Source: an optimization exercise on an open RTL-to-GDS flow (aim: small area, a short achievable clock period and few clock cycles). Production flows keep margins and buffers that such runs may drop.
Function was checked by simulation only, so behaviour that the tests miss may differ from the original.

==> design.v <==
module crc16_f8 (input wire [15:0] c, input wire [63:0] d, output wire [15:0] o);
    assign o[0] = c[0] ^ c[1] ^ c[2] ^ c[3] ^ c[4] ^ c[5] ^ c[6] ^ c[7] ^ c[12] ^ c[13] ^ c[14] ^ c[15] ^ d[0] ^ d[1] ^ d[2] ^ d[3] ^ d[4] ^ d[5] ^ d[6] ^ d[7] ^ d[8] ^ d[9] ^ d[10] ^ d[11] ^ d[12] ^ d[13] ^ d[15] ^ d[16] ^ d[17] ^ d[18] ^ d[19] ^ d[20] ^ d[21] ^ d[22] ^ d[23] ^ d[24] ^ d[25] ^ d[26] ^ d[27] ^ d[30] ^ d[31] ^ d[32] ^ d[33] ^ d[34] ^ d[35] ^ d[36] ^ d[37] ^ d[38] ^ d[39] ^ d[40] ^ d[41] ^ d[43] ^ d[45] ^ d[46] ^ d[47] ^ d[48] ^ d[49] ^ d[50] ^ d[51] ^ d[52] ^ d[53] ^ d[54] ^ d[55] ^ d[60] ^ d[61] ^ d[62] ^ d[63];
    assign o[1] = c[0] ^ c[1] ^ c[2] ^ c[3] ^ c[4] ^ c[5] ^ c[6] ^ c[7] ^ c[8] ^ c[13] ^ c[14] ^ c[15] ^ d[1] ^ d[2] ^ d[3] ^ d[4] ^ d[5] ^ d[6] ^ d[7] ^ d[8] ^ d[9] ^ d[10] ^ d[11] ^ d[12] ^ d[13] ^ d[14] ^ d[16] ^ d[17] ^ d[18] ^ d[19] ^ d[20] ^ d[21] ^ d[22] ^ d[23] ^ d[24] ^ d[25] ^ d[26] ^ d[27] ^ d[28] ^ d[31] ^ d[32] ^ d[33] ^ d[34] ^ d[35] ^ d[36] ^ d[37] ^ d[38] ^ d[39] ^ d[40] ^ d[41] ^ d[42] ^ d[44] ^ d[46] ^ d[47] ^ d[48] ^ d[49] ^ d[50] ^ d[51] ^ d[52] ^ d[53] ^ d[54] ^ d[55] ^ d[56] ^ d[61] ^ d[62] ^ d[63];
    assign o[2] = c[8] ^ c[9] ^ c[12] ^ c[13] ^ d[0] ^ d[1] ^ d[14] ^ d[16] ^ d[28] ^ d[29] ^ d[30] ^ d[31] ^ d[42] ^ d[46] ^ d[56] ^ d[57] ^ d[60] ^ d[61];
    assign o[3] = c[9] ^ c[10] ^ c[13] ^ c[14] ^ d[1] ^ d[2] ^ d[15] ^ d[17] ^ d[29] ^ d[30] ^ d[31] ^ d[32] ^ d[43] ^ d[47] ^ d[57] ^ d[58] ^ d[61] ^ d[62];
    assign o[4] = c[0] ^ c[10] ^ c[11] ^ c[14] ^ c[15] ^ d[2] ^ d[3] ^ d[16] ^ d[18] ^ d[30] ^ d[31] ^ d[32] ^ d[33] ^ d[44] ^ d[48] ^ d[58] ^ d[59] ^ d[62] ^ d[63];
    assign o[5] = c[1] ^ c[11] ^ c[12] ^ c[15] ^ d[3] ^ d[4] ^ d[17] ^ d[19] ^ d[31] ^ d[32] ^ d[33] ^ d[34] ^ d[45] ^ d[49] ^ d[59] ^ d[60] ^ d[63];
    assign o[6] = c[2] ^ c[12] ^ c[13] ^ d[4] ^ d[5] ^ d[18] ^ d[20] ^ d[32] ^ d[33] ^ d[34] ^ d[35] ^ d[46] ^ d[50] ^ d[60] ^ d[61];
    assign o[7] = c[3] ^ c[13] ^ c[14] ^ d[5] ^ d[6] ^ d[19] ^ d[21] ^ d[33] ^ d[34] ^ d[35] ^ d[36] ^ d[47] ^ d[51] ^ d[61] ^ d[62];
    assign o[8] = c[0] ^ c[4] ^ c[14] ^ c[15] ^ d[6] ^ d[7] ^ d[20] ^ d[22] ^ d[34] ^ d[35] ^ d[36] ^ d[37] ^ d[48] ^ d[52] ^ d[62] ^ d[63];
    assign o[9] = c[1] ^ c[5] ^ c[15] ^ d[7] ^ d[8] ^ d[21] ^ d[23] ^ d[35] ^ d[36] ^ d[37] ^ d[38] ^ d[49] ^ d[53] ^ d[63];
    assign o[10] = c[2] ^ c[6] ^ d[8] ^ d[9] ^ d[22] ^ d[24] ^ d[36] ^ d[37] ^ d[38] ^ d[39] ^ d[50] ^ d[54];
    assign o[11] = c[3] ^ c[7] ^ d[9] ^ d[10] ^ d[23] ^ d[25] ^ d[37] ^ d[38] ^ d[39] ^ d[40] ^ d[51] ^ d[55];
    assign o[12] = c[4] ^ c[8] ^ d[10] ^ d[11] ^ d[24] ^ d[26] ^ d[38] ^ d[39] ^ d[40] ^ d[41] ^ d[52] ^ d[56];
    assign o[13] = c[5] ^ c[9] ^ d[11] ^ d[12] ^ d[25] ^ d[27] ^ d[39] ^ d[40] ^ d[41] ^ d[42] ^ d[53] ^ d[57];
    assign o[14] = c[6] ^ c[10] ^ d[12] ^ d[13] ^ d[26] ^ d[28] ^ d[40] ^ d[41] ^ d[42] ^ d[43] ^ d[54] ^ d[58];
    assign o[15] = c[0] ^ c[1] ^ c[2] ^ c[3] ^ c[4] ^ c[5] ^ c[6] ^ c[11] ^ c[12] ^ c[13] ^ c[14] ^ c[15] ^ d[0] ^ d[1] ^ d[2] ^ d[3] ^ d[4] ^ d[5] ^ d[6] ^ d[7] ^ d[8] ^ d[9] ^ d[10] ^ d[11] ^ d[12] ^ d[14] ^ d[15] ^ d[16] ^ d[17] ^ d[18] ^ d[19] ^ d[20] ^ d[21] ^ d[22] ^ d[23] ^ d[24] ^ d[25] ^ d[26] ^ d[29] ^ d[30] ^ d[31] ^ d[32] ^ d[33] ^ d[34] ^ d[35] ^ d[36] ^ d[37] ^ d[38] ^ d[39] ^ d[40] ^ d[42] ^ d[44] ^ d[45] ^ d[46] ^ d[47] ^ d[48] ^ d[49] ^ d[50] ^ d[51] ^ d[52] ^ d[53] ^ d[54] ^ d[59] ^ d[60] ^ d[61] ^ d[62] ^ d[63];
endmodule
module crc16_corr (input wire [15:0] c, input wire [2:0] m, output wire [15:0] o);
    wire [15:0] a, b, z, x, y;
    assign a[0] = c[0] ^ c[2] ^ c[4] ^ c[6] ^ c[8];
    assign a[1] = c[1] ^ c[3] ^ c[5] ^ c[7] ^ c[9];
    assign a[2] = c[10];
    assign a[3] = c[11];
    assign a[4] = c[12];
    assign a[5] = c[13];
    assign a[6] = c[14];
    assign a[7] = c[0] ^ c[15];
    assign a[8] = c[0] ^ c[1];
    assign a[9] = c[0] ^ c[1] ^ c[2];
    assign a[10] = c[0] ^ c[1] ^ c[2] ^ c[3];
    assign a[11] = c[0] ^ c[1] ^ c[2] ^ c[3] ^ c[4];
    assign a[12] = c[0] ^ c[1] ^ c[2] ^ c[3] ^ c[4] ^ c[5];
    assign a[13] = c[0] ^ c[1] ^ c[2] ^ c[3] ^ c[4] ^ c[5] ^ c[6];
    assign a[14] = c[0] ^ c[1] ^ c[2] ^ c[3] ^ c[4] ^ c[5] ^ c[6] ^ c[7];
    assign a[15] = c[1] ^ c[3] ^ c[5] ^ c[7];
    assign b[0] = x[1] ^ x[2] ^ x[4] ^ x[6] ^ x[8] ^ x[10] ^ x[12] ^ x[14];
    assign b[1] = x[2] ^ x[3] ^ x[5] ^ x[7] ^ x[9] ^ x[11] ^ x[13] ^ x[15];
    assign b[2] = x[0] ^ x[1] ^ x[2] ^ x[3];
    assign b[3] = x[0] ^ x[1] ^ x[2] ^ x[3] ^ x[4];
    assign b[4] = x[0] ^ x[1] ^ x[2] ^ x[3] ^ x[4] ^ x[5];
    assign b[5] = x[0] ^ x[1] ^ x[2] ^ x[3] ^ x[4] ^ x[5] ^ x[6];
    assign b[6] = x[0] ^ x[1] ^ x[2] ^ x[3] ^ x[4] ^ x[5] ^ x[6] ^ x[7];
    assign b[7] = x[0] ^ x[1] ^ x[2] ^ x[3] ^ x[4] ^ x[5] ^ x[6] ^ x[7] ^ x[8];
    assign b[8] = x[0] ^ x[1] ^ x[2] ^ x[3] ^ x[4] ^ x[5] ^ x[6] ^ x[7] ^ x[8] ^ x[9];
    assign b[9] = x[0] ^ x[1] ^ x[2] ^ x[3] ^ x[4] ^ x[5] ^ x[6] ^ x[7] ^ x[8] ^ x[9] ^ x[10];
    assign b[10] = x[0] ^ x[1] ^ x[2] ^ x[3] ^ x[4] ^ x[5] ^ x[6] ^ x[7] ^ x[8] ^ x[9] ^ x[10] ^ x[11];
    assign b[11] = x[0] ^ x[1] ^ x[2] ^ x[3] ^ x[4] ^ x[5] ^ x[6] ^ x[7] ^ x[8] ^ x[9] ^ x[10] ^ x[11] ^ x[12];
    assign b[12] = x[0] ^ x[1] ^ x[2] ^ x[3] ^ x[4] ^ x[5] ^ x[6] ^ x[7] ^ x[8] ^ x[9] ^ x[10] ^ x[11] ^ x[12] ^ x[13];
    assign b[13] = x[0] ^ x[1] ^ x[2] ^ x[3] ^ x[4] ^ x[5] ^ x[6] ^ x[7] ^ x[8] ^ x[9] ^ x[10] ^ x[11] ^ x[12] ^ x[13] ^ x[14];
    assign b[14] = x[1] ^ x[2] ^ x[3] ^ x[4] ^ x[5] ^ x[6] ^ x[7] ^ x[8] ^ x[9] ^ x[10] ^ x[11] ^ x[12] ^ x[13] ^ x[14] ^ x[15];
    assign b[15] = x[0] ^ x[1] ^ x[3] ^ x[5] ^ x[7] ^ x[9] ^ x[11] ^ x[13] ^ x[15];
    assign z[0] = y[1] ^ y[5] ^ y[6] ^ y[9] ^ y[10] ^ y[13] ^ y[14];
    assign z[1] = y[2] ^ y[6] ^ y[7] ^ y[10] ^ y[11] ^ y[14] ^ y[15];
    assign z[2] = y[1] ^ y[3] ^ y[5] ^ y[6] ^ y[7] ^ y[8] ^ y[9] ^ y[10] ^ y[11] ^ y[12] ^ y[13] ^ y[14] ^ y[15];
    assign z[3] = y[0] ^ y[2] ^ y[4] ^ y[6] ^ y[7] ^ y[8] ^ y[9] ^ y[10] ^ y[11] ^ y[12] ^ y[13] ^ y[14] ^ y[15];
    assign z[4] = y[1] ^ y[3] ^ y[5] ^ y[7] ^ y[8] ^ y[9] ^ y[10] ^ y[11] ^ y[12] ^ y[13] ^ y[14] ^ y[15];
    assign z[5] = y[0] ^ y[2] ^ y[4] ^ y[6] ^ y[8] ^ y[9] ^ y[10] ^ y[11] ^ y[12] ^ y[13] ^ y[14] ^ y[15];
    assign z[6] = y[1] ^ y[3] ^ y[5] ^ y[7] ^ y[9] ^ y[10] ^ y[11] ^ y[12] ^ y[13] ^ y[14] ^ y[15];
    assign z[7] = y[0] ^ y[2] ^ y[4] ^ y[6] ^ y[8] ^ y[10] ^ y[11] ^ y[12] ^ y[13] ^ y[14] ^ y[15];
    assign z[8] = y[1] ^ y[3] ^ y[5] ^ y[7] ^ y[9] ^ y[11] ^ y[12] ^ y[13] ^ y[14] ^ y[15];
    assign z[9] = y[0] ^ y[2] ^ y[4] ^ y[6] ^ y[8] ^ y[10] ^ y[12] ^ y[13] ^ y[14] ^ y[15];
    assign z[10] = y[1] ^ y[3] ^ y[5] ^ y[7] ^ y[9] ^ y[11] ^ y[13] ^ y[14] ^ y[15];
    assign z[11] = y[0] ^ y[2] ^ y[4] ^ y[6] ^ y[8] ^ y[10] ^ y[12] ^ y[14] ^ y[15];
    assign z[12] = y[1] ^ y[3] ^ y[5] ^ y[7] ^ y[9] ^ y[11] ^ y[13] ^ y[15];
    assign z[13] = y[2] ^ y[4] ^ y[6] ^ y[8] ^ y[10] ^ y[12] ^ y[14];
    assign z[14] = y[0] ^ y[3] ^ y[5] ^ y[7] ^ y[9] ^ y[11] ^ y[13] ^ y[15];
    assign z[15] = y[0] ^ y[4] ^ y[5] ^ y[8] ^ y[9] ^ y[12] ^ y[13];
    assign x = m[0] ? a : c;
    assign y = m[1] ? b : x;
    assign o = m[2] ? z : y;
endmodule
module frm_pack (
    input  wire        clk,
    input  wire        rst,
    input  wire        start,
    input  wire [7:0]  ft,
    input  wire [7:0]  sub,
    input  wire [15:0] cmd,          
    input  wire [7:0]  dlen,
    input  wire [11:0] plen,         
    output wire        idle,
    input  wire        pi_valid,
    output wire        pi_ready,
    input  wire [3:0]  pi_count,
    input  wire [63:0] pi_data,      
    output wire        fo_valid,
    input  wire        fo_ready,
    output wire [28:0] fo_id,
    output wire [3:0]  fo_len,
    output wire [63:0] fo_data,      
    output wire        done,
    output wire [7:0]  status,
    output wire [7:0]  subcode
);
    localparam [7:0]  HOST_ID  = 8'h08;
    localparam [11:0] MAX_PLEN = 12'd2034;    
    localparam [15:0] HDR_INIT = 16'h427B;
    reg         act;         
    reg         idle_r;
    reg         done_r;      
    reg         lastf;       
    reg         refused;
    reg         pa;          
    reg         pb;          
    reg         fv;          
    reg  [7:0]  op_sub;
    reg         op_multi;
    reg  [7:0]  fcnt;        
    reg  [63:0] F;
    reg  [3:0]  f;
    reg  [63:0] R;
    reg  [3:0]  r;
    reg  [2:0]  rp;
    reg  [11:0] rem;         
    reg  [1:0]  tc;          
    reg  [15:0] crc;
    reg  [2:0]  cm;          
    assign done     = done_r | (lastf & fo_ready);
    assign idle     = idle_r | (lastf & fo_ready);
    assign pi_ready = pa | (pb & fo_ready);
    assign fo_valid = fv;
    assign fo_id    = {HOST_ID, op_sub, op_multi, fcnt, 4'hF};
    assign fo_len   = f;
    assign fo_data  = F;
    assign status   = {8{refused}};
    assign subcode  = {6'd0, refused, refused};
    wire        take    = pi_valid & pi_ready;
    wire        begin_op = start & idle;
    wire [15:0] crc_fix;
    crc16_corr u_corr (.c(crc), .m(cm), .o(crc_fix));
    reg  [63:0] mask;
    integer j;
    always @(*) begin
        for (j = 0; j < 8; j = j + 1)
            mask[63 - 8 * j -: 8] = {8{pi_count > j}};
    end
    wire        hsel = ~(pa | pb);
    wire [15:0] f8_c = hsel ? HDR_INIT : crc;
    wire [63:0] f8_d = hsel ? {24'd0, ft, sub, cmd, dlen} : (pi_data & mask);
    wire [15:0] f8_o;
    crc16_f8 u_f8 (.c(f8_c), .d(f8_d), .o(f8_o));
    wire        send    = fv & fo_ready;
    wire        rem_last = (rem[11:4] == 8'd0) & (rem[3:0] == pi_count);
    wire        last    = lastf & fo_ready;
    wire        free    = send | (f == 4'd0);
    wire        mv      = free & (rp == 3'd4) & (r != 4'd0);    
    wire [3:0]  f_base  = free ? (mv ? r : 4'd0) : f;
    wire [3:0]  r_base  = mv ? 4'd0 : r;
    wire        fcount  = pi_count[3] | rem_last;                
    wire        fast    = take & fcount & (r_base == 4'd0) & (f_base == 4'd4);
    wire        rload   = take & ~fast;
    wire        ins_r   = (r_base != 4'd0) & ~f_base[3];
    wire        tail    = act & (rem == 12'd0) & (r_base == 4'd0)
                          & (tc != 2'd0) & ~f_base[3];
    wire        ins0    = ins_r | tail;
    wire        ins1    = tail & tc[1] & (f_base != 4'd7);
    wire [7:0]  r_byte  = R[63 - 8 * rp -: 8];
    wire [7:0]  h0      = tail ? (tc[1] ? crc_fix[15:8] : crc_fix[7:0]) : r_byte;
    wire [7:0]  h1      = crc_fix[7:0];
    wire [3:0]  cin4    = (pi_count > 4'd4) ? 4'd4 : pi_count;
    reg  [63:0] F_n;
    always @(*) begin
        for (j = 0; j < 8; j = j + 1) begin
            if (ins0 && f_base == j)
                F_n[63 - 8 * j -: 8] = h0;
            else if (ins1 && f_base == j - 1)
                F_n[63 - 8 * j -: 8] = h1;
            else if (fast && j >= 4)
                F_n[63 - 8 * j -: 8] = pi_data[63 - 8 * (j - 4) -: 8];
            else if (mv && j < 4)
                F_n[63 - 8 * j -: 8] = R[31 - 8 * j -: 8];
            else
                F_n[63 - 8 * j -: 8] = F[63 - 8 * j -: 8];
        end
    end
    wire [3:0]  f_n   = f_base + (fast ? cin4 : 4'd0) + {3'd0, ins0} + {3'd0, ins1};
    wire [1:0]  tc_n  = tail ? (tc - {1'b0, ins0} - {1'b0, ins1}) : tc;
    wire [11:0] rem_n = take ? (rem - {8'd0, pi_count}) : rem;
    wire        fv_n  = act & ~last & (f_n[3] | ((tc_n == 2'd0) & (f_n != 4'd0)));
    wire [3:0]  r_n   = fast ? ((pi_count > 4'd4) ? pi_count - 4'd4 : 4'd0)
                      : rload ? pi_count : ins_r ? r_base - 4'd1 : r_base;
    wire [2:0]  rp_n  = take ? (fast ? 3'd4 : 3'd0) : ins_r ? rp + 3'd1 : rp;
    wire        base_n = act & ~last & (take ? (~rem_last & pi_count[3]) : (rem != 12'd0));
    wire [12:0] nm1   = {1'b0, plen} + 13'd5;       
    always @(posedge clk) begin
        F <= F_n;
        if (rst) begin
            act     <= 1'b0;
            idle_r  <= 1'b1;
            done_r  <= 1'b0;
            lastf   <= 1'b0;
            pa      <= 1'b0;
            pb      <= 1'b0;
            fv      <= 1'b0;
        end else begin
            done_r <= 1'b0;
            if (begin_op) begin
                refused <= (plen > MAX_PLEN);
                done_r  <= (plen > MAX_PLEN);
                act     <= (plen <= MAX_PLEN);
                idle_r  <= (plen > MAX_PLEN);
                pa      <= (plen != 12'd0) & (plen <= MAX_PLEN);
                pb      <= 1'b0;
                lastf   <= 1'b0;
                op_sub   <= sub;
                op_multi <= (plen >= 12'd3);
                fcnt     <= nm1[10:3];
                R[31:0]  <= {ft, cmd, dlen};
                rp       <= 3'd4;
                r        <= 4'd4;
                f        <= 4'd0;
                rem      <= plen;
                tc       <= 2'd2;
                crc      <= f8_o;
                cm       <= 3'd0;
                fv       <= 1'b0;
            end else begin
                if (last) begin
                    act    <= 1'b0;
                    idle_r <= 1'b1;
                end
                if (send)
                    fcnt <= fcnt - 8'd1;
                lastf <= fv_n & (send ? (fcnt == 8'd1) : (fcnt == 8'd0));
                f   <= f_n;
                tc  <= tc_n;
                rem <= rem_n;
                fv  <= fv_n;
                if (take)
                    R <= pi_data;
                if (fast) begin
                    r  <= (pi_count > 4'd4) ? pi_count - 4'd4 : 4'd0;
                    rp <= 3'd4;
                end else if (rload) begin
                    r  <= pi_count;
                    rp <= 3'd0;
                end else if (ins_r) begin
                    r  <= r_base - 4'd1;
                    rp <= rp + 3'd1;
                end else begin
                    r  <= r_base;
                end
                if (take) begin
                    crc <= f8_o;
                    cm  <= 3'd0 - pi_count[2:0];
                end else begin
                    crc <= crc_fix;
                    cm  <= 3'd0;
                end
                pa <= base_n & ((r_n == 4'd0) | ((f_n == 4'd0) & (rp_n == 3'd4)));
                pb <= base_n & fv_n & (rp_n == 3'd4);
            end
        end
    end
endmodule
==> run.sh <==
#!/bin/bash
# synth_recipe.tcl (not shown) runs the flow's synth.tcl, then flattens the netlist and writes it again
# the make line also repeats each setting of config.mk as NAME=value (left out here)
make -C /OpenROAD-flow-scripts/flow DESIGN_CONFIG=/design/flow/config.mk WORK_HOME=/design/flow/orfs CLKGATE_MAP_FILE= SYNTH_SCRIPT=/design/flow/synth_recipe.tcl finish
==> config.mk <==
export PLATFORM = sky130hd
export DESIGN_NAME = frm_pack
export DESIGN_NICKNAME = frm_pack
export VERILOG_FILES = /design/flow/design.v
export SDC_FILE = /design/flow/constraint.sdc
export NUM_CORES = 4
export LEC_CHECK = 0
export ABC_AREA = 1
export CAP_MARGIN = 20
export CORE_MARGIN = 2
export CORE_UTILIZATION = 40
export PLACE_DENSITY = 0.6
export SETUP_SLACK_MARGIN = 5
export SLEW_MARGIN = 20
==> constraint.sdc <==
create_clock -name core_clock -period 10.0 [get_ports {clk}]
set_input_delay 2.0000 -clock core_clock [delete_from_list [all_inputs] [get_ports {clk}]]
set_output_delay 2.0000 -clock core_clock [all_outputs]
set_load 0.01 [all_outputs]
==> flow_summary.rst, run 1 <==
.. list-table::
   :header-rows: 1

   * - Metric
     - Value
   * - Outcome
     - finished clean
   * - Total die area
     - 44960 um2
   * - Pins Over Slew Limit
     - 0
   * - Reg2Reg Launch Point
     - rp[0]
   * - Number of instances in the synthesized netlist
     - 2303
   * - Clock tree from TritonCTS
     - yes
   * - Relative slew slack
     - 26.68%
   * - Number of global-route vias before repair
     - 15340
   * - Number of cells after detailed placement
     - 3054
   * - Transition at the pin with the smallest max-transition slack
     - 1.096 ns
   * - Clock slew seen by the registers of the worst setup and hold paths
     - 0.08 ns
   * - Die Y-Extent
     - 212.0 um
   * - Required time of the critical path
     - 10.36 ns
   * - Final clock period utilization by the worst path
     - 51.32%
   * - Maximum count of clock buffers along a single path
     - 2
   * - Routed vias
     - 16900
   * - Initial antenna violation count
     - 3
   * - Clock period minus final worst setup slack
     - 5.132 ns
   * - Async set-reset flop share out of synthesis
     - 0%
   * - Starting DRC count in detailed routing
     - 1851
   * - Count of input and output buffers
     - 223
   * - Horizontal die dimension
     - 212.0 um
   * - Clock sinks
     - 197
   * - Category of the worst setup path launch point
     - input port
   * - Biggest fanout along the worst timing path
     - 9
   * - Simple-gate portion of the synthesized area
     - 26.40%
   * - Std cell rows
     - 76
   * - Total number of H-tree levels
     - 4
   * - Adder-cell share of the synthesized area
     - 2.197%
   * - Endpoints failing hold
     - 0
   * - Total core area
     - 42890 um2
   * - Warning count from the yosys run
     - 9
   * - Number of register bits inferred by synthesis
     - 197
   * - Number of enable flip-flop cells after synthesis
     - 190
   * - Terminus of the critical flop-to-flop path
     - lastf
   * - Clock latency at the later pin of the worst-skew pair
     - 0.47 ns
   * - Clock buffer count from CTS
     - 17
   * - Sequential-to-total area share from yosys stat
     - 33.77%
   * - Drt first pass iters
     - 6
   * - Compound-gate portion of the synthesized area
     - 11.83%
   * - Depth of the worst register-to-register path
     - 22
   * - Final global-route overflow total
     - 0
   * - Most used flip-flop cell after synthesis
     - sky130_fd_sc_hd__edfxtp_1
   * - Max-cap violations
     - 0
   * - Setup skew after layout
     - 0.01937 ns
   * - Average detailed-routed wire length per instance
     - 21.02 um
   * - Global-route wire length before repair
     - 96270 um
   * - Via density
     - 5.362
   * - Last weighted congestion value of the routability-driven placer
     - 0.9917
   * - Worst hold-check path type
     - reg -> reg
   * - Leading cell types in the layout, fill and taps excluded
     - 536 x sky130_fd_sc_hd__nand2_1, 216 x sky130_fd_sc_hd__clkdlybuf4s50_1, 200 x sky130_fd_sc_hd__xor2_1
   * - Parity-gate share of the synthesized area counting xor and xnor cells
     - 17.69%
   * - RSZ-0062 raised after global routing
     - yes
   * - Worst setup EP type
     - flip-flop
   * - Worst setup startpoint
     - fo_ready
   * - Total wire length after detailed routing
     - 66240 um
   * - Highest attainable clock frequency
     - 194.9 MHz
   * - Root buffer cell
     - sky130_fd_sc_hd__clkbuf_16
   * - Unique cell type count in the Yosys netlist
     - 57
   * - Fraction of layout instances using a drive strength above 1
     - 13.84%
   * - CTS hold repair buffers
     - 0
   * - Most common cell after layout, fill and taps aside
     - sky130_fd_sc_hd__nand2_1
   * - Fin cells
     - 3151
   * - Post-synthesis mux area share
     - 0.05782%
   * - Netlist area before placement
     - 17310 um2
   * - Overall Global Routing Usage
     - 29.11%
   * - Initial Util
     - 40.36%
   * - Pin count of the biggest net entering global routing
     - 95
   * - Final Setup Violations
     - 0
   * - Data arrival time at the worst-slack endpoint
     - 5.50 ns
   * - Endpoint of the most critical setup path
     - lastf
   * - Placed wire-length estimate
     - 52680 um
   * - Number of ports placed on the die boundary
     - 242
   * - Area growth syn-to-layout
     - 25.59%
   * - Setup TNS
     - 0 ns
   * - Layout Nets
     - 2705
   * - Syn Area/Cell
     - 7.516 um2
   * - Largest family of logic cells by synthesized area
     - simple AND/OR/NAND/NOR gates
   * - Worst setup path class
     - in -> reg
   * - Number of nets with antenna violations after detailed routing
     - 0
   * - Post-route DRC violation count
     - 0
   * - R2R Setup Slk
     - 5.15 ns
## repair_timing
item / in CTS / in global routing
gates resized for setup: 92 / 55
pin swaps: 25 / 16
setup buffers: 33 / 28
setup endpoints to repair: 177 / 80
gates cloned: 1 / 0
## synth_stat cells, types with 3 or more instances
library cell	number	area, um2
sky130_fd_sc_hd__nand2_2	43	269.0
sky130_fd_sc_hd__nor3_1	12	60.06
sky130_fd_sc_hd__clkinv_1	3	11.26
sky130_fd_sc_hd__xor2_2	8	130.1
sky130_fd_sc_hd__o21ai_2	7	61.31
sky130_fd_sc_hd__a21oi_1	83	415.4
sky130_fd_sc_hd__nand3b_1	5	37.54
sky130_fd_sc_hd__a31oi_1	12	75.07
sky130_fd_sc_hd__clkbuf_1	35	131.4
sky130_fd_sc_hd__dfxtp_1	7	140.1
sky130_fd_sc_hd__a22oi_1	5	37.54
sky130_fd_sc_hd__buf_2	12	60.06
sky130_fd_sc_hd__a211oi_1	5	37.54
sky130_fd_sc_hd__nand2_1	546	2049
sky130_fd_sc_hd__xnor2_1	129	1130
sky130_fd_sc_hd__inv_1	212	795.8
sky130_fd_sc_hd__xor2_1	204	1787
sky130_fd_sc_hd__o21ai_4	5	81.33
sky130_fd_sc_hd__o21ai_0	161	805.8
sky130_fd_sc_hd__buf_4	32	240.2
sky130_fd_sc_hd__nand3_1	179	895.9
sky130_fd_sc_hd__or2_2	6	37.54
sky130_fd_sc_hd__ha_1	24	300.3
sky130_fd_sc_hd__buf_1	6	22.52
sky130_fd_sc_hd__nand4_1	13	81.33
sky130_fd_sc_hd__o21a_1	3	22.52
sky130_fd_sc_hd__nor2_1	190	713.2
sky130_fd_sc_hd__fa_1	4	80.08
sky130_fd_sc_hd__o22ai_1	10	62.56
sky130_fd_sc_hd__nand2_4	10	112.6
sky130_fd_sc_hd__o211ai_1	5	37.54
sky130_fd_sc_hd__inv_2	24	90.09
sky130_fd_sc_hd__nor4_1	6	37.54
sky130_fd_sc_hd__o21ai_1	54	270.3
sky130_fd_sc_hd__edfxtp_1	190	5705
sky130_fd_sc_hd__nand3_2	22	220.2
## flip-flops by register name (all words and copies together), names as in the netlist, 2 cells and up
register	cells
f	4
crc	16
R	64
fcnt	8
rp	3
op_sub	8
rem	12
cm	3
tc	2
r	4
F	64
## through the flow
step	hold slack (ns)	area, um2	util [%]	worst slack [ns]
floorplan	0.5201	17550	-	4.658
global placement	0.5331	20160	47.01	3.308
detailed placement	0.5445	20160	47.01	3.196
CTS	0.5601	21260	49.56	4.956
global route	0.5686	21740	50.69	4.715
finish	0.5586	21740	50.69	4.868
## area by class of cell
type                    count  area, um2
diodes                      1      2.502
clock buffers              18      429.2
inverters                 241      934.6
repair buffers            300       2834
multi-input cells        1794      10790
fillers                  4163      21150
well taps                 585      732.0
flip-flops and latches    197       5846
repair inverters            1      5.005
clock inverters            14      171.4
## cells by family (layout without fill, tap and decap cells)
family	Yosys count	count (layout)
AND/OR/NAND/NOR	1039	1039
AO/OA/AOI/OAI	366	366
XOR/XNOR	342	342
buffers and inverters	328	574
flip-flops	197	197
adder cells (fa/ha/maj)	28	28
other	2	19
multiplexers	1	1
## routing by layer
layer | GRT usage (%) | part of all wire, % | vias up | wire length (um)
met4 | 8.499 | 3.0 | 0 | 2006
li1 | - | - | 8018 | -
met1 | 41.42 | 44 | 7884 | 29110
met2 | 44.95 | 44 | 889 | 29230
met5 | 0 | 0 | - | 0
met3 | 5.421 | 8.9 | 104 | 5892
## worst min-delay path by stage
stage / start / endpoint / cells after the start
after floorplan: R[29] / F[61] / 2
after global placement: idle_r / idle_r / 3
after detailed placement: idle_r / idle_r / 3
after CTS: idle_r / idle_r / 3
after global routing: idle_r / idle_r / 3
final: idle_r / idle_r / 3
## worst max-delay path: stages
cell and delay (ns):
sky130_fd_sc_hd__buf_8 0.10, sky130_fd_sc_hd__nand2_4 0.06, sky130_fd_sc_hd__inv_4 0.04, sky130_fd_sc_hd__a41oi_2 0.15
sky130_fd_sc_hd__inv_2 0.11, sky130_fd_sc_hd__buf_6 0.14, sky130_fd_sc_hd__o22ai_4 0.17, sky130_fd_sc_hd__inv_1 0.06
sky130_fd_sc_hd__nor2_1 0.13, sky130_fd_sc_hd__inv_2 0.06, sky130_fd_sc_hd__nor2_4 0.15, sky130_fd_sc_hd__nand2_4 0.09
sky130_fd_sc_hd__buf_4 0.20, sky130_fd_sc_hd__nor3_1 0.31, sky130_fd_sc_hd__ha_1 0.32, sky130_fd_sc_hd__inv_1 0.09
sky130_fd_sc_hd__fa_2 0.44, sky130_fd_sc_hd__nand2_2 0.09, sky130_fd_sc_hd__nor2_2 0.04, sky130_fd_sc_hd__o31ai_2 0.25
sky130_fd_sc_hd__nand4_1 0.22, sky130_fd_sc_hd__a2111oi_2 0.27
Testbench counts, summed over its fixed seeds: cycles 13,075.
==> run 2: changes to the inputs <==
--- a/config.mk
+++ b/config.mk
@@ -5,7 +5,6 @@
 export SDC_FILE = /design/flow/constraint.sdc
 export NUM_CORES = 4
 export LEC_CHECK = 0
-export ABC_AREA = 1
 export CAP_MARGIN = 20
 export CORE_MARGIN = 2
 export CORE_UTILIZATION = 40
==> run 2 against run 1 <==
  * Worst hold slack improved by 0.026 ns
  * Cell count fell by 18%
  * First-iteration DRC count fell by 16%
  * Non-clock buffer count rose by 29
  * Global-route usage fell by 0.25 points
  * Area after synthesis fell by 4.8%
  * Routed wire length fell by 5.4%
  * Critical path type unchanged
  * Highest routed layer unchanged
==> flow_summary.rst, run 2 <==
.. list-table::
   :header-rows: 1

   * - Metric
     - Value
   * - Unique cell type count in the Yosys netlist
     - 80
   * - Area growth syn-to-layout
     - 28.00%
   * - Category of the worst setup path launch point
     - input port
   * - Most used flip-flop cell after synthesis
     - sky130_fd_sc_hd__edfxtp_1
   * - Sequential-to-total area share from yosys stat
     - 35.48%
   * - Setup skew after layout
     - 0.01820 ns
   * - Critical Path Most Common Cell
     - sky130_fd_sc_hd__xnor2_1
   * - Required time of the critical path
     - 10.39 ns
   * - Clock latency at the later pin of the worst-skew pair
     - 0.47 ns
   * - Final global-route overflow total
     - 0
   * - Netlist area before placement
     - 16480 um2
   * - Relative slew slack
     - 36.24%
   * - Clock slew seen by the registers of the worst setup and hold paths
     - 0.07 ns
   * - Drt first pass iters
     - 6
   * - Number of cells after detailed placement
     - 2456
   * - Filler Cells Inserted
     - 3720
   * - Post-route DRC violation count
     - 0
   * - Total number of H-tree levels
     - 4
   * - Via density
     - 5.788
   * - Initial antenna violation count
     - 2
   * - Final Setup Violations
     - 0
   * - Transition at the pin with the smallest max-transition slack
     - 0.9564 ns
   * - Min setup slack post-route
     - 4.891 ns
   * - Placed wire-length estimate
     - 47790 um
   * - Data arrival time at the worst-slack endpoint
     - 5.50 ns
   * - Critical-path cell with the highest stage delay
     - sky130_fd_sc_hd__fa_2
   * - Fin cells
     - 2574
   * - Biggest fanout along the worst timing path
     - 5
   * - Hold Path Stages
     - 2
   * - Worst setup startpoint
     - pi_count[2]
   * - Cell type with the highest aggregate area in the netlist
     - sky130_fd_sc_hd__edfxtp_1
   * - Starting DRC count in detailed routing
     - 1561
   * - Pin count of the biggest net entering global routing
     - 69
   * - Most common cell after layout, fill and taps aside
     - sky130_fd_sc_hd__nand2_1
   * - Leading cell types in the layout, fill and taps excluded
     - 299 x sky130_fd_sc_hd__nand2_1, 218 x sky130_fd_sc_hd__clkdlybuf4s50_1, 211 x sky130_fd_sc_hd__xnor2_1
   * - Area share of the leading cell type in the synthesized netlist
     - 34.63%
   * - Sequential Area
     - 5846 um2
   * - Outcome
     - finished clean
   * - Overall Global Routing Usage
     - 28.86%
   * - Worst setup path class
     - in -> reg
   * - Setup slack after placement
     - 3.335 ns
   * - Top post-synthesis cells by count
     - 308 x sky130_fd_sc_hd__nand2_1, 219 x sky130_fd_sc_hd__xnor2_1, 190 x sky130_fd_sc_hd__edfxtp_1
   * - Count of input and output buffers
     - 223
   * - Area of the multi-input gates
     - 10710 um2
   * - Std cell rows
     - 74
   * - Number of ports placed on the die boundary
     - 242
   * - Terminus of the critical flop-to-flop path
     - F[55]
   * - R2R Setup Slk
     - 5.07 ns
   * - Global-route wire length before repair
     - 89650 um
   * - Clock tree from TritonCTS
     - yes
   * - Slowest stage delay, CP
     - 0.56 ns
   * - Syn Area/Cell
     - 9.246 um2
   * - Depth of the worst register-to-register path
     - 14
   * - Clock period minus final worst setup slack
     - 5.109 ns
   * - Number of global-route vias before repair
     - 13780
   * - Reg2Reg Launch Point
     - crc[2]
   * - Maximum count of clock buffers along a single path
     - 2
   * - Total core area
     - 40740 um2
   * - Fraction of layout instances using a drive strength above 1
     - 14.55%
   * - Async set-reset flop share out of synthesis
     - 0%
   * - Clock buffer count from CTS
     - 17
   * - Clock sinks
     - 197
   * - Endpoints failing hold
     - 0
   * - Crit-path leading delay family
     - simple AND/OR/NAND/NOR gates
   * - RSZ-0062 raised after global routing
     - yes
   * - Total die area
     - 42830 um2
   * - Layout Nets
     - 2183
   * - Total wire length after detailed routing
     - 62630 um
   * - Largest registers
     - F (64), R (64), crc (16)
   * - Worst Hold Margin
     - 0.5849 ns
   * - Warning count from the yosys run
     - 9
   * - Max-cap violations
     - 0
   * - Worst Min Path Start
     - act
   * - Highest attainable clock frequency
     - 195.7 MHz
   * - CTS hold repair buffers
     - 0
   * - Routed vias
     - 14900
   * - Average detailed-routed wire length per instance
     - 24.33 um
   * - Worst setup EP type
     - flip-flop
   * - Dominant cells by area after synthesis
     - sky130_fd_sc_hd__edfxtp_1 35%, sky130_fd_sc_hd__xnor2_1 12%, sky130_fd_sc_hd__nand2_1 7.0%, sky130_fd_sc_hd__xor2_1 4.8%, sky130_fd_sc_hd__xnor3_1 3.3%
   * - Last weighted congestion value of the routability-driven placer
     - 0.9928
   * - Pins Over Slew Limit
     - 0
   * - Root buffer cell
     - sky130_fd_sc_hd__clkbuf_16
   * - Number of register bits inferred by synthesis
     - 197
   * - Number of enable flip-flop cells after synthesis
     - 190
   * - Worst path cell trace
     - buf_12 -> inv_8 -> ha_4 -> nand4_1 -> nor2_2 -> o21ai_2 -> nor3_4 -> and2_4 -> nand3_2 -> fa_2 -> inv_2 -> ha_4 -> a21o_1 -> a21oi_2 -> xnor2_1 -> xnor2_1 -> xnor2_1 -> or3_1 -> a211o_1 -> a21oi_1
   * - Number of instances in the synthesized netlist
     - 1782
   * - Hold EP
     - pb
   * - Initial Util
     - 40.44%
   * - Number of nets with antenna violations after detailed routing
     - 0
   * - Final clock period utilization by the worst path
     - 51.09%
   * - Number of buffers and inverters on the critical path
     - 3
   * - Die Y-Extent
     - 207.0 um
   * - Worst hold-check path type
     - reg -> reg
   * - Setup TNS
     - 0 ns
   * - Most common cell in the synthesized netlist
     - sky130_fd_sc_hd__nand2_1
   * - Horizontal die dimension
     - 207.0 um
[run 2: cells by family after synthesis]
| kind of cell | after synthesis | share of synthesized area [%] |
|---|---|---|
| other | 2 | 0.04558 |
| DFF | 197 | 35.48 |
| adders and majority gates | 28 | 2.309 |
| AOI/OAI and AO/OA | 342 | 12.62 |
| buffers and inverters | 147 | 4.139 |
| and+or+nand+nor | 638 | 17.35 |
| muxes | 75 | 5.718 |
| xor gates and xnor gates | 353 | 22.33 |
[run 2: worst register-to-register path: cells and delay by family (launching register included)]
family / cells / cell delay (ns)
xor+xnor: 4 / 1.65
mux: 2 / 0.89
simple gates: 4 / 0.88
compound gates: 2 / 0.51
flops: 1 / 0.47
buf+inv: 2 / 0.39
[run 2: area by class of cell]
type                       count  share of cell area (%)
antenna                        1                 0.01187
tap                          532                   3.156
inverter                      31                  0.6586
sequential                   197                   27.72
timing repair buffer         329                   14.92
multi-input combinational   1454                   50.77
clock inverter                12                  0.7298
clock buffer                  18                   2.035
[run 2: how the worst max path moves through the flow]
stage          cells past startpoint    end  slack [ns]
3_5_place_dp                      22  lastf        3.33
2_1_floorplan                     19     pa        4.66
6_report                          20     pa        4.89
5_1_grt                           20     pa        4.71
3_3_place_gp                      22  lastf        3.44
4_1_cts                           20     pa        4.87
[run 2: timing repair]
item                                    CTS  global route
endpoints found under the setup margin  147            67
gates cloned                              1             0
pin swaps                                32            37
resized for setup                       106            81
setup buffers                            43            43
[run 2: layer usage]
layer | part of all wire (%) | wire, um | GRT usage (%) | vias up
met2 | 44 | 27790 | 43.95 | 889
li1 | - | - | - | 6720
met5 | 0 | 0 | 0 | -
met3 | 9.8 | 6140 | 4.505 | 88
met1 | 44 | 27330 | 42.37 | 7202
met4 | 2.2 | 1364 | 8.232 | 0
[run 2: through the flow]
| step | area (um2) | util (%) |
|---|---|---|
| 3_3_place_gp | 19060 | 46.79 |
| 6_report | 21090 | 51.77 |
| 4_1_cts | 20430 | 50.15 |
| 3_5_place_dp | 19100 | 46.88 |
| 2_1_floorplan | 16570 | - |
| 5_1_grt | 21090 | 51.76 |
==> run 3: changes to the inputs <==
--- a/design.v
+++ b/design.v
@@ -101,8 +101,7 @@
     reg         done_r;      
     reg         lastf;       
     reg         refused;
-    reg         pa;          
-    reg         pb;          
+    reg         pok;         
     reg         fv;          
     reg  [7:0]  op_sub;
     reg         op_multi;
@@ -118,7 +117,7 @@
     reg  [2:0]  cm;          
     assign done     = done_r | (lastf & fo_ready);
     assign idle     = idle_r | (lastf & fo_ready);
-    assign pi_ready = pa | (pb & fo_ready);
+    assign pi_ready = pok & ((r == 4'd0) | ((rp == 3'd4) & ((f == 4'd0) | (fv & fo_ready))));
     assign fo_valid = fv;
     assign fo_id    = {HOST_ID, op_sub, op_multi, fcnt, 4'hF};
     assign fo_len   = f;
@@ -135,7 +134,7 @@
         for (j = 0; j < 8; j = j + 1)
             mask[63 - 8 * j -: 8] = {8{pi_count > j}};
     end
-    wire        hsel = ~(pa | pb);
+    wire        hsel = ~pok;
     wire [15:0] f8_c = hsel ? HDR_INIT : crc;
     wire [63:0] f8_d = hsel ? {24'd0, ft, sub, cmd, dlen} : (pi_data & mask);
     wire [15:0] f8_o;
@@ -178,10 +177,6 @@
     wire [1:0]  tc_n  = tail ? (tc - {1'b0, ins0} - {1'b0, ins1}) : tc;
     wire [11:0] rem_n = take ? (rem - {8'd0, pi_count}) : rem;
     wire        fv_n  = act & ~last & (f_n[3] | ((tc_n == 2'd0) & (f_n != 4'd0)));
-    wire [3:0]  r_n   = fast ? ((pi_count > 4'd4) ? pi_count - 4'd4 : 4'd0)
-                      : rload ? pi_count : ins_r ? r_base - 4'd1 : r_base;
-    wire [2:0]  rp_n  = take ? (fast ? 3'd4 : 3'd0) : ins_r ? rp + 3'd1 : rp;
-    wire        base_n = act & ~last & (take ? (~rem_last & pi_count[3]) : (rem != 12'd0));
     wire [12:0] nm1   = {1'b0, plen} + 13'd5;       
     always @(posedge clk) begin
         F <= F_n;
@@ -190,8 +185,7 @@
             idle_r  <= 1'b1;
             done_r  <= 1'b0;
             lastf   <= 1'b0;
-            pa      <= 1'b0;
-            pb      <= 1'b0;
+            pok     <= 1'b0;
             fv      <= 1'b0;
         end else begin
             done_r <= 1'b0;
@@ -200,8 +194,7 @@
                 done_r  <= (plen > MAX_PLEN);
                 act     <= (plen <= MAX_PLEN);
                 idle_r  <= (plen > MAX_PLEN);
-                pa      <= (plen != 12'd0) & (plen <= MAX_PLEN);
-                pb      <= 1'b0;
+                pok     <= (plen != 12'd0) & (plen <= MAX_PLEN);
                 lastf   <= 1'b0;
                 op_sub   <= sub;
                 op_multi <= (plen >= 12'd3);
@@ -248,8 +241,7 @@
                     crc <= crc_fix;
                     cm  <= 3'd0;
                 end
-                pa <= base_n & ((r_n == 4'd0) | ((f_n == 4'd0) & (rp_n == 3'd4)));
-                pb <= base_n & fv_n & (rp_n == 3'd4);
+                pok <= act & ~last & (take ? (~rem_last & pi_count[3]) : (rem != 12'd0));
             end
         end
     end
==> run 3 against run 2 <==
  * Still clean on timing, DRC and antenna
  * Area after synthesis decreased by 4.3%
  * Sequential share of layout area increased by 1.5 points
  * Global-route usage down 0.069 points
  * Sequential cell count shrank 1
  * Worst hold slack got worse by 0.017 ns
  * Critical path depth fell by 2
  * Register-to-register slack improved by 0.08 ns
  * Cell count shrank 4.8%
  * Non-clock buffer count fell by 37
  * Final area decreased by 5.5%
==> flow_summary.rst, run 3 <==
.. list-table::
   :header-rows: 1

   * - Metric
     - Value
   * - Total die area
     - 41020 um2
   * - Biggest fanout along the worst timing path
     - 7
   * - Last weighted congestion value of the routability-driven placer
     - 0.9426
   * - Worst setup path class
     - in -> reg
   * - Highest attainable clock frequency
     - 197.4 MHz
   * - Netlist area before placement
     - 15770 um2
   * - Crit-path leading delay family
     - XOR/XNOR gates
   * - Number of register bits inferred by synthesis
     - 196
   * - Clock latency at the later pin of the worst-skew pair
     - 0.47 ns
   * - Max-cap violations
     - 0
   * - Post-route DRC violation count
     - 0
   * - Average detailed-routed wire length per instance
     - 24.55 um
   * - Clock period minus final worst setup slack
     - 5.065 ns
   * - Transition at the pin with the smallest max-transition slack
     - 1.142 ns
   * - Count of input and output buffers
     - 223
   * - Global-route wire length before repair
     - 86390 um
   * - Parity-gate share of the synthesized area counting xor and xnor cells
     - 22.23%
   * - Total core area
     - 38740 um2
   * - Slowest stage delay, CP
     - 0.37 ns
   * - Initial antenna violation count
     - 0
   * - Clock tree from TritonCTS
     - yes
   * - Dominant cells by area after synthesis
     - sky130_fd_sc_hd__edfxtp_1 36%, sky130_fd_sc_hd__xnor2_1 12%, sky130_fd_sc_hd__nand2_1 6.8%, sky130_fd_sc_hd__xor2_1 5.2%, sky130_fd_sc_hd__nor2_1 4.0%
   * - Number of nets with antenna violations after detailed routing
     - 0
   * - Largest registers
     - F (64), R (64), crc (16)
   * - Clock sinks
     - 196
   * - Number of buffers and inverters on the critical path
     - 4
   * - Maximum count of clock buffers along a single path
     - 2
   * - CTS hold repair buffers
     - 0
   * - Adder-cell share of the synthesized area
     - 2.174%
   * - Setup TNS
     - 0 ns
   * - Most common cell in the synthesized netlist
     - sky130_fd_sc_hd__nand2_1
   * - Worst path cell trace
     - dlygate4sd2_1 -> inv_1 -> ha_1 -> nor3b_1 -> o21a_2 -> buf_4 -> nand2_1 -> xor2_1 -> a21oi_1 -> xnor2_1 -> xnor2_2 -> xnor2_1 -> xnor2_2 -> buf_4 -> xnor2_2 -> xnor2_1 -> nor2_1 -> a21oi_1
   * - Setup slack after placement
     - 3.437 ns
   * - Std cell rows
     - 72
   * - Placed wire-length estimate
     - 46980 um
   * - Starting DRC count in detailed routing
     - 1601
   * - Worst setup EP type
     - flip-flop
   * - Relative slew slack
     - 23.73%
   * - Min setup slack post-route
     - 4.935 ns
   * - Async set-reset flop share out of synthesis
     - 0%
   * - Overall Global Routing Usage
     - 28.79%
   * - Post-synthesis mux area share
     - 4.841%
   * - Unique cell type count in the Yosys netlist
     - 84
   * - Syn Area/Cell
     - 9.275 um2
   * - Area share of the leading cell type in the synthesized netlist
     - 36.18%
   * - Number of ports placed on the die boundary
     - 242
   * - Sequential-to-total area share from yosys stat
     - 36.95%
   * - RSZ-0062 raised after global routing
     - yes
   * - Cell type with the highest aggregate area in the netlist
     - sky130_fd_sc_hd__edfxtp_1
   * - Root buffer cell
     - sky130_fd_sc_hd__clkbuf_16
   * - Die Y-Extent
     - 202.5 um
   * - Endpoints failing hold
     - 0
   * - Horizontal die dimension
     - 202.5 um
   * - Pins Over Slew Limit
     - 0
   * - Required time of the critical path
     - 10.21 ns
   * - Category of the worst setup path launch point
     - input port
   * - Number of global-route vias before repair
     - 13040
   * - Top post-synthesis cells by count
     - 286 x sky130_fd_sc_hd__nand2_1, 219 x sky130_fd_sc_hd__xnor2_1, 190 x sky130_fd_sc_hd__edfxtp_1
   * - Warning count from the yosys run
     - 9
   * - Setup skew after layout
     - 0.01210 ns
   * - Total wire length after detailed routing
     - 60150 um
   * - Total number of H-tree levels
     - 4
   * - Final Setup Violations
     - 0
   * - Final clock period utilization by the worst path
     - 50.65%
   * - Critical-path cell with the highest stage delay
     - sky130_fd_sc_hd__dlygate4sd2_1
   * - Most common cell after layout, fill and taps aside
     - sky130_fd_sc_hd__nand2_1
   * - Compound-gate portion of the synthesized area
     - 13.09%
   * - Area growth syn-to-layout
     - 26.35%
   * - Drt first pass iters
     - 6
   * - Number of instances in the synthesized netlist
     - 1700
   * - Worst hold-check path type
     - reg -> reg
   * - Number of enable flip-flop cells after synthesis
     - 190
   * - Clock buffer count from CTS
     - 17
   * - Fraction of layout instances using a drive strength above 1
     - 12.06%
   * - Final global-route overflow total
     - 0
   * - Via density
     - 5.629
   * - Pin count of the biggest net entering global routing
     - 93
   * - Clock slew seen by the registers of the worst setup and hold paths
     - 0.08 ns
   * - Data arrival time at the worst-slack endpoint
     - 5.28 ns
   * - Routed vias
     - 13790
   * - Initial Util
     - 40.70%
   * - Leading cell types in the layout, fill and taps excluded
     - 276 x sky130_fd_sc_hd__nand2_1, 216 x sky130_fd_sc_hd__clkdlybuf4s50_1, 209 x sky130_fd_sc_hd__xnor2_1
   * - Antenna diodes
     - 0
   * - Most used flip-flop cell after synthesis
     - sky130_fd_sc_hd__edfxtp_1
   * - Outcome
     - finished clean
   * - Simple-gate portion of the synthesized area
     - 16.31%
   * - Largest family of logic cells by synthesized area
     - XOR/XNOR gates
   * - Layout Nets
     - 2069
run 3: cell types whose count changed in the layout (fill, tap and decap cells not counted), sizes merged, moves of 11 or more:
cell	change
a22oi	-11
buf	-40
nand2	-21
nor2	+24
nor2b	+11
o21ai	-14
xnor3	-12
run 3: what timing repair did:
action	4_1_cts	5_1_grt
setup endpoints to repair	140	99
gates cloned	0	1
pin swaps	21	13
resized for setup	65	37
buffers inserted	33	16
run 3: cell type report:
class                   count  area [um2]
well taps                 518       648.1
repair buffers            292        2811
fillers                  3600       18810
flip-flops and latches    196        5827
clock inverters            15       185.2
multi-input cells        1377        9882
clock buffers              17       425.4
inverters                  35       143.9
run 3: logic make-up (layout without fill, tap and decap cells):
logic type,after synthesis,in the layout
mux,62,62
compound gates,329,329
simple gates,594,594
xor+xnor,348,349
other cells,2,18
fa+ha+maj,25,25
buf+inv,144,359
flops,196,196
run 3: worst reg2reg max path, stage by stage, from the launching register on:
cell and delay (ns):
sky130_fd_sc_hd__edfxtp_1 0.61, sky130_fd_sc_hd__xor2_4 0.35, sky130_fd_sc_hd__xor2_1 0.26, sky130_fd_sc_hd__nor2_1 0.11, sky130_fd_sc_hd__xnor2_2 0.34, sky130_fd_sc_hd__xnor3_1 0.38, sky130_fd_sc_hd__nand2_1 0.10, sky130_fd_sc_hd__xor2_1 0.40
sky130_fd_sc_hd__xor3_2 0.63, sky130_fd_sc_hd__xnor3_1 0.41, sky130_fd_sc_hd__a21o_2 0.33, sky130_fd_sc_hd__nor3_1 0.09, sky130_fd_sc_hd__a211o_2 0.45, sky130_fd_sc_hd__o21ai_1 0.22
run 3: routing by layer:
metal,part of all wire (%),track usage [%],wire [um]
met1,43,39.76,25600
met5,0,0,0
met2,47,47.05,28030
met3,8.2,4.077,4949
met4,2.6,8.472,1565
run 3: final timing paths:
kind	start	to	slack [ns]	depth (start not counted)
worst max register to register	crc[6]	F[25]	5.15	13
worst min register to register	act	fv	0.57	2
worst max-delay path	pi_count[0]	crc[15]	4.93	18
worst min-delay path	act	fv	0.57	2
run 3: through the flow:
stage | std cells | hold WS [ns] | util, % | area (um2)
final | 2450 | 0.5677 | 51.43 | 19920
after global routing | 2450 | 0.6047 | 51.43 | 19920
after CTS | 2433 | 0.5711 | 50.58 | 19590
after detailed placement | 2368 | 0.5408 | 47.62 | 18450
after global placement | 2368 | 0.5466 | 47.62 | 18450
after floorplan | 1716 | 0.4889 | - | 15960
Testbench counts of run 3, summed over its fixed seeds: cycles 13,075.
==> run 4: changes to the inputs <==
==> flow/run.sh (new file) <==
#!/bin/bash
# The standard layout (standard.sh) with buf_1 cells as the port buffers and a setup repair margin of 5.6 ns.
# ORFS writes each step's log under orfs/logs; the make output goes to flow.log.
set -euo pipefail
sed 's|"\${@:-finish}"|SETUP_SLACK_MARGIN=5.6 "BUFFER_PORTS_ARGS=-buffer_cell sky130_fd_sc_hd__buf_1" "${@:-finish}"|' standard.sh > standard_own.sh
grep -q 'BUFFER_PORTS_ARGS=' standard_own.sh
bash standard_own.sh > flow.log 2>&1
==> standard.sh (new file) <==
#!/bin/bash
# synth_recipe.tcl (not shown) runs the flow's synth.tcl, then flattens the netlist and writes it again
# the make line also repeats each setting of config.mk as NAME=value (left out here)
make -C /OpenROAD-flow-scripts/flow DESIGN_CONFIG=/design/flow/config.mk WORK_HOME=/design/flow/orfs CLKGATE_MAP_FILE= SYNTH_SCRIPT=/design/flow/synth_recipe.tcl "${@:-finish}"
removed: run.sh
==> run 4 against run 3 <==
  * Still clean
  * Register-to-register slack about the same
  * Utilization up 0.98 points
  * Worst hold slack better by 0.017 ns
  * Cell count up 4.2%
  * Via count up 6.5%
  * Sequential cell count unchanged
  * Largest cell class unchanged
==> flow_summary.rst, run 4 <==
.. list-table::
   :header-rows: 1

   * - Metric
     - Value
   * - Endpoints failing hold
     - 0
   * - Area growth syn-to-layout
     - 28.75%
   * - Global routing usage on met3
     - 6.340%
   * - Last weighted congestion value of the routability-driven placer
     - 0.9518
   * - Highest attainable clock frequency
     - 205.6 MHz
   * - Pin count of the biggest net entering global routing
     - 82
   * - Most used routing layer in global routing
     - met2
   * - Data arrival time at the worst-slack endpoint
     - 5.27 ns
   * - Post-route DRC violation count
     - 0
   * - Max-cap violations
     - 0
   * - Number of enable flip-flop cells after synthesis
     - 190
   * - Sequential Area
     - 5827 um2
   * - Worst Hold Margin
     - 0.5847 ns
   * - Clock slew seen by the registers of the worst setup and hold paths
     - 0.08 ns
   * - Total die area
     - 41020 um2
   * - Async set-reset flop share out of synthesis
     - 0%
   * - Total number of H-tree levels
     - 4
   * - Core Util, Final
     - 52.41%
   * - Drt first pass iters
     - 6
   * - Maximum count of clock buffers along a single path
     - 2
   * - Relative slew slack
     - 23.58%
   * - Filler Cells Inserted
     - 3559
   * - Number of register bits inferred by synthesis
     - 196
   * - Sequential-to-total area share from yosys stat
     - 36.95%
   * - Transition at the pin with the smallest max-transition slack
     - 1.134 ns
   * - Routed vias
     - 14680
   * - Largest registers
     - F (64), R (64), crc (16)
   * - Clock latency at the later pin of the worst-skew pair
     - 0.46 ns
   * - Root buffer cell
     - sky130_fd_sc_hd__clkbuf_16
   * - Clock sinks
     - 196
   * - Clock period minus final worst setup slack
     - 4.864 ns
   * - Area share of the leading cell type in the synthesized netlist
     - 36.18%
   * - Number of instances in the synthesized netlist
     - 1700
   * - Global-route wire length before repair
     - 86870 um
   * - Placed wire-length estimate
     - 45220 um
   * - Biggest fanout along the worst timing path
     - 4
   * - Total wire length after detailed routing
     - 61820 um
   * - Overall Global Routing Usage
     - 28.58%
   * - Initial Util
     - 40.70%
   * - RSZ-0062 raised after global routing
     - yes
   * - Met1 Resource Use GR
     - 39.11%
   * - Horizontal die dimension
     - 202.5 um
   * - Dominant cells by area after synthesis
     - sky130_fd_sc_hd__edfxtp_1 36%, sky130_fd_sc_hd__xnor2_1 12%, sky130_fd_sc_hd__nand2_1 6.8%, sky130_fd_sc_hd__xor2_1 5.2%, sky130_fd_sc_hd__nor2_1 4.0%
   * - Final global-route overflow total
     - 0
   * - Average detailed-routed wire length per instance
     - 24.23 um
   * - Clock tree from TritonCTS
     - yes
   * - Fin cells
     - 2552
   * - Layout Nets
     - 2170
   * - Number of global-route vias before repair
     - 13350
   * - Leading cell types in the layout, fill and taps excluded
     - 274 x sky130_fd_sc_hd__nand2_1, 216 x sky130_fd_sc_hd__buf_1, 190 x sky130_fd_sc_hd__edfxtp_1
   * - Most common cell in the synthesized netlist
     - sky130_fd_sc_hd__nand2_1
   * - Outcome
     - finished clean
   * - Worst setup EP type
     - flip-flop
   * - Via density
     - 5.753
   * - Most common cell after layout, fill and taps aside
     - sky130_fd_sc_hd__nand2_1
   * - Warning count from the yosys run
     - 9
   * - Clock buffer count from CTS
     - 17
   * - Pins Over Slew Limit
     - 0
   * - Count of input and output buffers
     - 223
   * - Worst hold-check path type
     - reg -> reg
   * - Setup slack after placement
     - 3.776 ns
   * - Area of the multi-input gates
     - 10680 um2
   * - Setup skew after layout
     - 0.01332 ns
   * - Syn Area/Cell
     - 9.275 um2
   * - Setup TNS
     - 0 ns
   * - Post-route standard cell area excluding fillers
     - 20300 um2
   * - Met2 Usage GRT
     - 44.59%
   * - Netlist area before placement
     - 15770 um2
   * - Initial antenna violation count
     - 0
   * - Die Y-Extent
     - 202.5 um
   * - Number of ports placed on the die boundary
     - 242
   * - Number of nets with antenna violations after detailed routing
     - 0
   * - Cell area reported after detailed placement
     - 17080 um2
   * - Most used flip-flop cell after synthesis
     - sky130_fd_sc_hd__edfxtp_1
   * - Total core area
     - 38740 um2
   * - Cell type with the highest aggregate area in the netlist
     - sky130_fd_sc_hd__edfxtp_1
   * - Required time of the critical path
     - 10.40 ns
   * - CTS hold repair buffers
     - 0
   * - Top post-synthesis cells by count
     - 286 x sky130_fd_sc_hd__nand2_1, 219 x sky130_fd_sc_hd__xnor2_1, 190 x sky130_fd_sc_hd__edfxtp_1
   * - Category of the worst setup path launch point
     - input port
   * - Final clock period utilization by the worst path
     - 48.64%
   * - Fraction of layout instances using a drive strength above 1
     - 21.35%
   * - Starting DRC count in detailed routing
     - 1646
   * - Final Setup Violations
     - 0
   * - Min setup slack post-route
     - 5.136 ns
   * - Worst setup path class
     - in -> reg
   * - Std cell rows
     - 72
   * - Unique cell type count in the Yosys netlist
     - 84
   * - Number of cells after detailed placement
     - 2369
[run 4: cell families (layout without fill, tap and decap cells)]
| logic type | count (synthesis) | after routing | synth area share [%] |
|---|---|---|---|
| AOI/OAI and AO/OA | 329 | 329 | 13.09 |
| buffers and inverters | 144 | 461 | 4.364 |
| other | 2 | 19 | 0.04763 |
| DFF | 196 | 196 | 36.95 |
| muxes | 62 | 62 | 4.840 |
| and+or+nand+nor | 594 | 594 | 16.31 |
| xor gates and xnor gates | 348 | 348 | 22.23 |
| adders and majority gates | 25 | 25 | 2.174 |
[run 4: layout make-up]
type                    count  area share (%)
inverters                  35          0.7766
multi-input cells        1376           52.62
clock buffers              17           2.096
flip-flops and latches    196           28.70
well taps                 518           3.193
repair buffers            394           11.80
diodes                      1         0.01233
clock inverters            15          0.7951
[run 4: worst paths after layout]
check             endpoint  slack [ns]  cells after the start     start
setup / recovery     lastf        5.14                     18  fo_ready
hold / removal          fv        0.58                      2       act
setup reg to reg     F[27]        5.15                     14    crc[2]
hold reg to reg         fv        0.58                      2       act
[run 4: timing repair]
item                                    in CTS  in global routing
endpoints found under the setup margin     147                136
gates cloned                                 1                  0
gates resized for setup                    151                113
buffers inserted                           102                 47
pin swaps                                   58                 50
[run 4: critical path, cell delays in order]
cell                       delay, ns
sky130_fd_sc_hd__buf_8          0.11
sky130_fd_sc_hd__nand2_8        0.06
sky130_fd_sc_hd__o41ai_4        0.09
sky130_fd_sc_hd__and2_4         0.18
sky130_fd_sc_hd__a22o_4         0.25
sky130_fd_sc_hd__nor3_4         0.22
sky130_fd_sc_hd__nand2_4        0.10
sky130_fd_sc_hd__nor2_4         0.11
sky130_fd_sc_hd__nand4_1        0.17
sky130_fd_sc_hd__fa_1           0.56
sky130_fd_sc_hd__inv_2          0.05
sky130_fd_sc_hd__ha_4           0.16
sky130_fd_sc_hd__inv_2          0.05
sky130_fd_sc_hd__fa_2           0.42
sky130_fd_sc_hd__nand3b_1       0.17
sky130_fd_sc_hd__o311ai_4       0.13
sky130_fd_sc_hd__a211oi_2       0.23
sky130_fd_sc_hd__and4_1         0.20
[run 4: per-layer routing]
layer  up-vias  part of all wire [%]
li1       6544                     -
met1      7085                    41
met2       890                    45
met3       163                    10
met4         0                   4.1
met5         -                     0
==> run 5: changes to the inputs <==
==> flow/run.sh (replaced) <==
#!/bin/bash
# The standard layout (standard.sh) with buf_1 cells as the port buffers.
# ORFS writes each step's log under orfs/logs; the make output goes to flow.log.
set -euo pipefail
sed 's|"\${@:-finish}"|"BUFFER_PORTS_ARGS=-buffer_cell sky130_fd_sc_hd__buf_1" "${@:-finish}"|' standard.sh > standard_own.sh
grep -q 'BUFFER_PORTS_ARGS=' standard_own.sh
bash standard_own.sh > flow.log 2>&1
--- a/config.mk
+++ b/config.mk
@@ -7,7 +7,7 @@
 export LEC_CHECK = 0
 export CAP_MARGIN = 20
 export CORE_MARGIN = 2
-export CORE_UTILIZATION = 40
-export PLACE_DENSITY = 0.6
+export CORE_UTILIZATION = 60
+export PLACE_DENSITY = 0.75
 export SETUP_SLACK_MARGIN = 5
 export SLEW_MARGIN = 20
==> run 5 against run 4 <==
  * Worst setup slack got worse by 0.17 ns
  * Critical endpoint is now F[25]
  * Register-to-register slack worse by 0.18 ns
  * Sequential share of layout area up 3.0 points
  * Utilization rose by 19 points
  * Synthesized cell count is the same
==> flow_summary.rst, run 5 <==
.. list-table::
   :header-rows: 1

   * - Metric
     - Value
   * - Netlist area before placement
     - 15770 um2
   * - Routed vias
     - 14430
   * - Largest family of logic cells by synthesized area
     - XOR/XNOR gates
   * - Drt first pass iters
     - 6
   * - Final global-route overflow total
     - 0
   * - Cell depth of the worst setup path
     - 14
   * - Unique cell type count in the Yosys netlist
     - 84
   * - Number of enable flip-flop cells after synthesis
     - 190
   * - Post-route DRC violation count
     - 0
   * - Simple-gate portion of the synthesized area
     - 16.31%
   * - Largest registers
     - F (64), R (64), crc (16)
   * - Outcome
     - finished clean
   * - Critical-path cell with the highest stage delay
     - sky130_fd_sc_hd__edfxtp_1
   * - Crit-path leading delay family
     - XOR/XNOR gates
   * - Worst setup startpoint
     - crc[6]
   * - Final clock period utilization by the worst path
     - 50.34%
   * - Worst setup EP type
     - flip-flop
   * - Required time of the critical path
     - 10.18 ns
   * - Endpoints failing hold
     - 0
   * - Number of instances in the synthesized netlist
     - 1700
   * - Warning count from the yosys run
     - 9
   * - Clock period minus final worst setup slack
     - 5.034 ns
   * - Initial Util
     - 60.85%
   * - Post-synthesis mux area share
     - 4.841%
   * - Worst hold-check path type
     - reg -> reg
   * - Fin cells
     - 2281
   * - Antenna diodes
     - 0
   * - Adder-cell share of the synthesized area
     - 2.174%
   * - Average detailed-routed wire length per instance
     - 24.39 um
   * - Most common cell after layout, fill and taps aside
     - sky130_fd_sc_hd__nand2_1
   * - Syn Area/Cell
     - 9.275 um2
   * - Total wire length after detailed routing
     - 55640 um
   * - Relative slew slack
     - 27.41%
   * - Initial antenna violation count
     - 0
   * - Sequential-to-total area share from yosys stat
     - 36.95%
   * - Setup TNS
     - 0 ns
   * - Placed wire-length estimate
     - 42210 um
   * - Number of nets with antenna violations after detailed routing
     - 0
   * - Parity-gate share of the synthesized area counting xor and xnor cells
     - 22.23%
   * - Async set-reset flop share out of synthesis
     - 0%
   * - Clock slew seen by the registers of the worst setup and hold paths
     - 0.08 ns
   * - Number of cells after detailed placement
     - 2182
   * - Clock tree from TritonCTS
     - yes
   * - Depth of the worst register-to-register path
     - 14
   * - Count of input and output buffers
     - 223
   * - Biggest fanout along the worst timing path
     - 8
   * - RSZ-0062 raised after global routing
     - yes
   * - Reg2Reg Launch Point
     - crc[6]
   * - Category of the worst setup path launch point
     - flip-flop
[run 5: cell types whose count changed in the layout (fill, tap and decap cells not counted), sizes merged]
cell / delta
bufbuf: -1
bufinv: +1
diode: -1
clkinvlp: +1
inv: -2
buf: -86
[run 5: through the flow]
step / hold WS, ns / setup slack, ns / util [%]
finish: 0.6102 / 4.966 / 70.99
global route: 0.6260 / 4.919 / 70.99
CTS: 0.6055 / 4.990 / 69.09
detailed placement: 0.5782 / 3.959 / 64.88
global placement: 0.5787 / 3.960 / 64.80
floorplan: 0.4889 / 5.010 / -
[run 5: worst min-delay path by stage]
stage          cells past startpoint  end  startpoint
2_1_floorplan                      2   fv         act
3_3_place_gp                       2  act         act
3_5_place_dp                       2  act         act
4_1_cts                            2   fv         act
5_1_grt                            2  act         act
6_report                           2  act         act
[run 5: cells by family (layout without fill, tap and decap cells)]
logic type	Yosys count	after routing
simple gates	594	594
xor+xnor	348	348
compound gates	329	329
flops	196	196
buf+inv	144	374
mux	62	62
fa+ha+maj	25	25
other cells	2	18
[run 5: per-layer routing]
metal	track usage, %	share of wire, %	up-vias	wire, um
met1	54.94	39	6780	21770
met5	0	0	-	0
met3	9.271	13	211	6962
met4	14.71	4.8	0	2651
li1	-	-	6362	-
met2	59.08	44	1073	24260
[run 5: final cells by class]
| class | count | area, um2 |
|---|---|---|
| Fill cell | 1979 | 7516 |
| Clock inverter | 15 | 219.0 |
| Clock buffer | 17 | 425.4 |
| Multi-Input combinational cell | 1376 | 9827 |
| Timing Repair Buffer | 307 | 1530 |
| Inverter | 35 | 147.6 |
| Tap cell | 335 | 419.2 |
| Sequential cell | 196 | 5827 |
[run 5: tightest hold or removal path: stages, from the launching register on]
cell                      delay, ns
sky130_fd_sc_hd__dfxtp_1       0.33
sky130_fd_sc_hd__nand3_1       0.15
sky130_fd_sc_hd__a21oi_1       0.08
[run 5: repair_timing]
action,4_1_cts,5_1_grt
pin swaps,15,15
resized for setup,43,37
setup endpoints to repair,85,71
buffers inserted,33,34
endpoints found under the hold margin,0,0

-- re-timing with driven ports --
The results above use ideal ports. As a check the final layouts listed here were re-extracted and re-timed, cells and wires unchanged. Step 1 sets driving cells, clkbuf_16 on the clock port and buf_2 on the other inputs (assumed; they add their load-dependent delay and slew). Step 2 adds t to the input delays and takes it off the output delays; t is the mean of the earliest and latest rising clock arrival at the registers after step 1. Input paths then give back, and output paths get back, about the clock's delay inside the block. Slacks: no drivers / after step 1 / after step 2; pairs: no drivers / after step 1.
| run | shift t [ns] | setup WS [ns] | latest minus earliest clock arrival (ns) |
|---|---|---|---|
| run 1 | 0.516 | 4.868 / 4.880 / 4.363 | 0.020 / 0.019 |
| run 2 | 0.520 | 4.891 / 4.880 / 4.361 | 0.019 / 0.019 |
| run 3 | 0.520 | 4.935 / 4.951 / 4.431 | 0.013 / 0.014 |
| run 4 | 0.502 | 5.136 / 5.121 / 4.630 | 0.013 / 0.013 |
| run 5 | 0.508 | 4.966 / 4.966 / 4.576 | 0.026 / 0.026 |
After both steps every run listed still meets setup and hold. The setup slack of run 2, which loses most, moves by -0.011 ns with the drivers and by -0.530 ns with both steps.
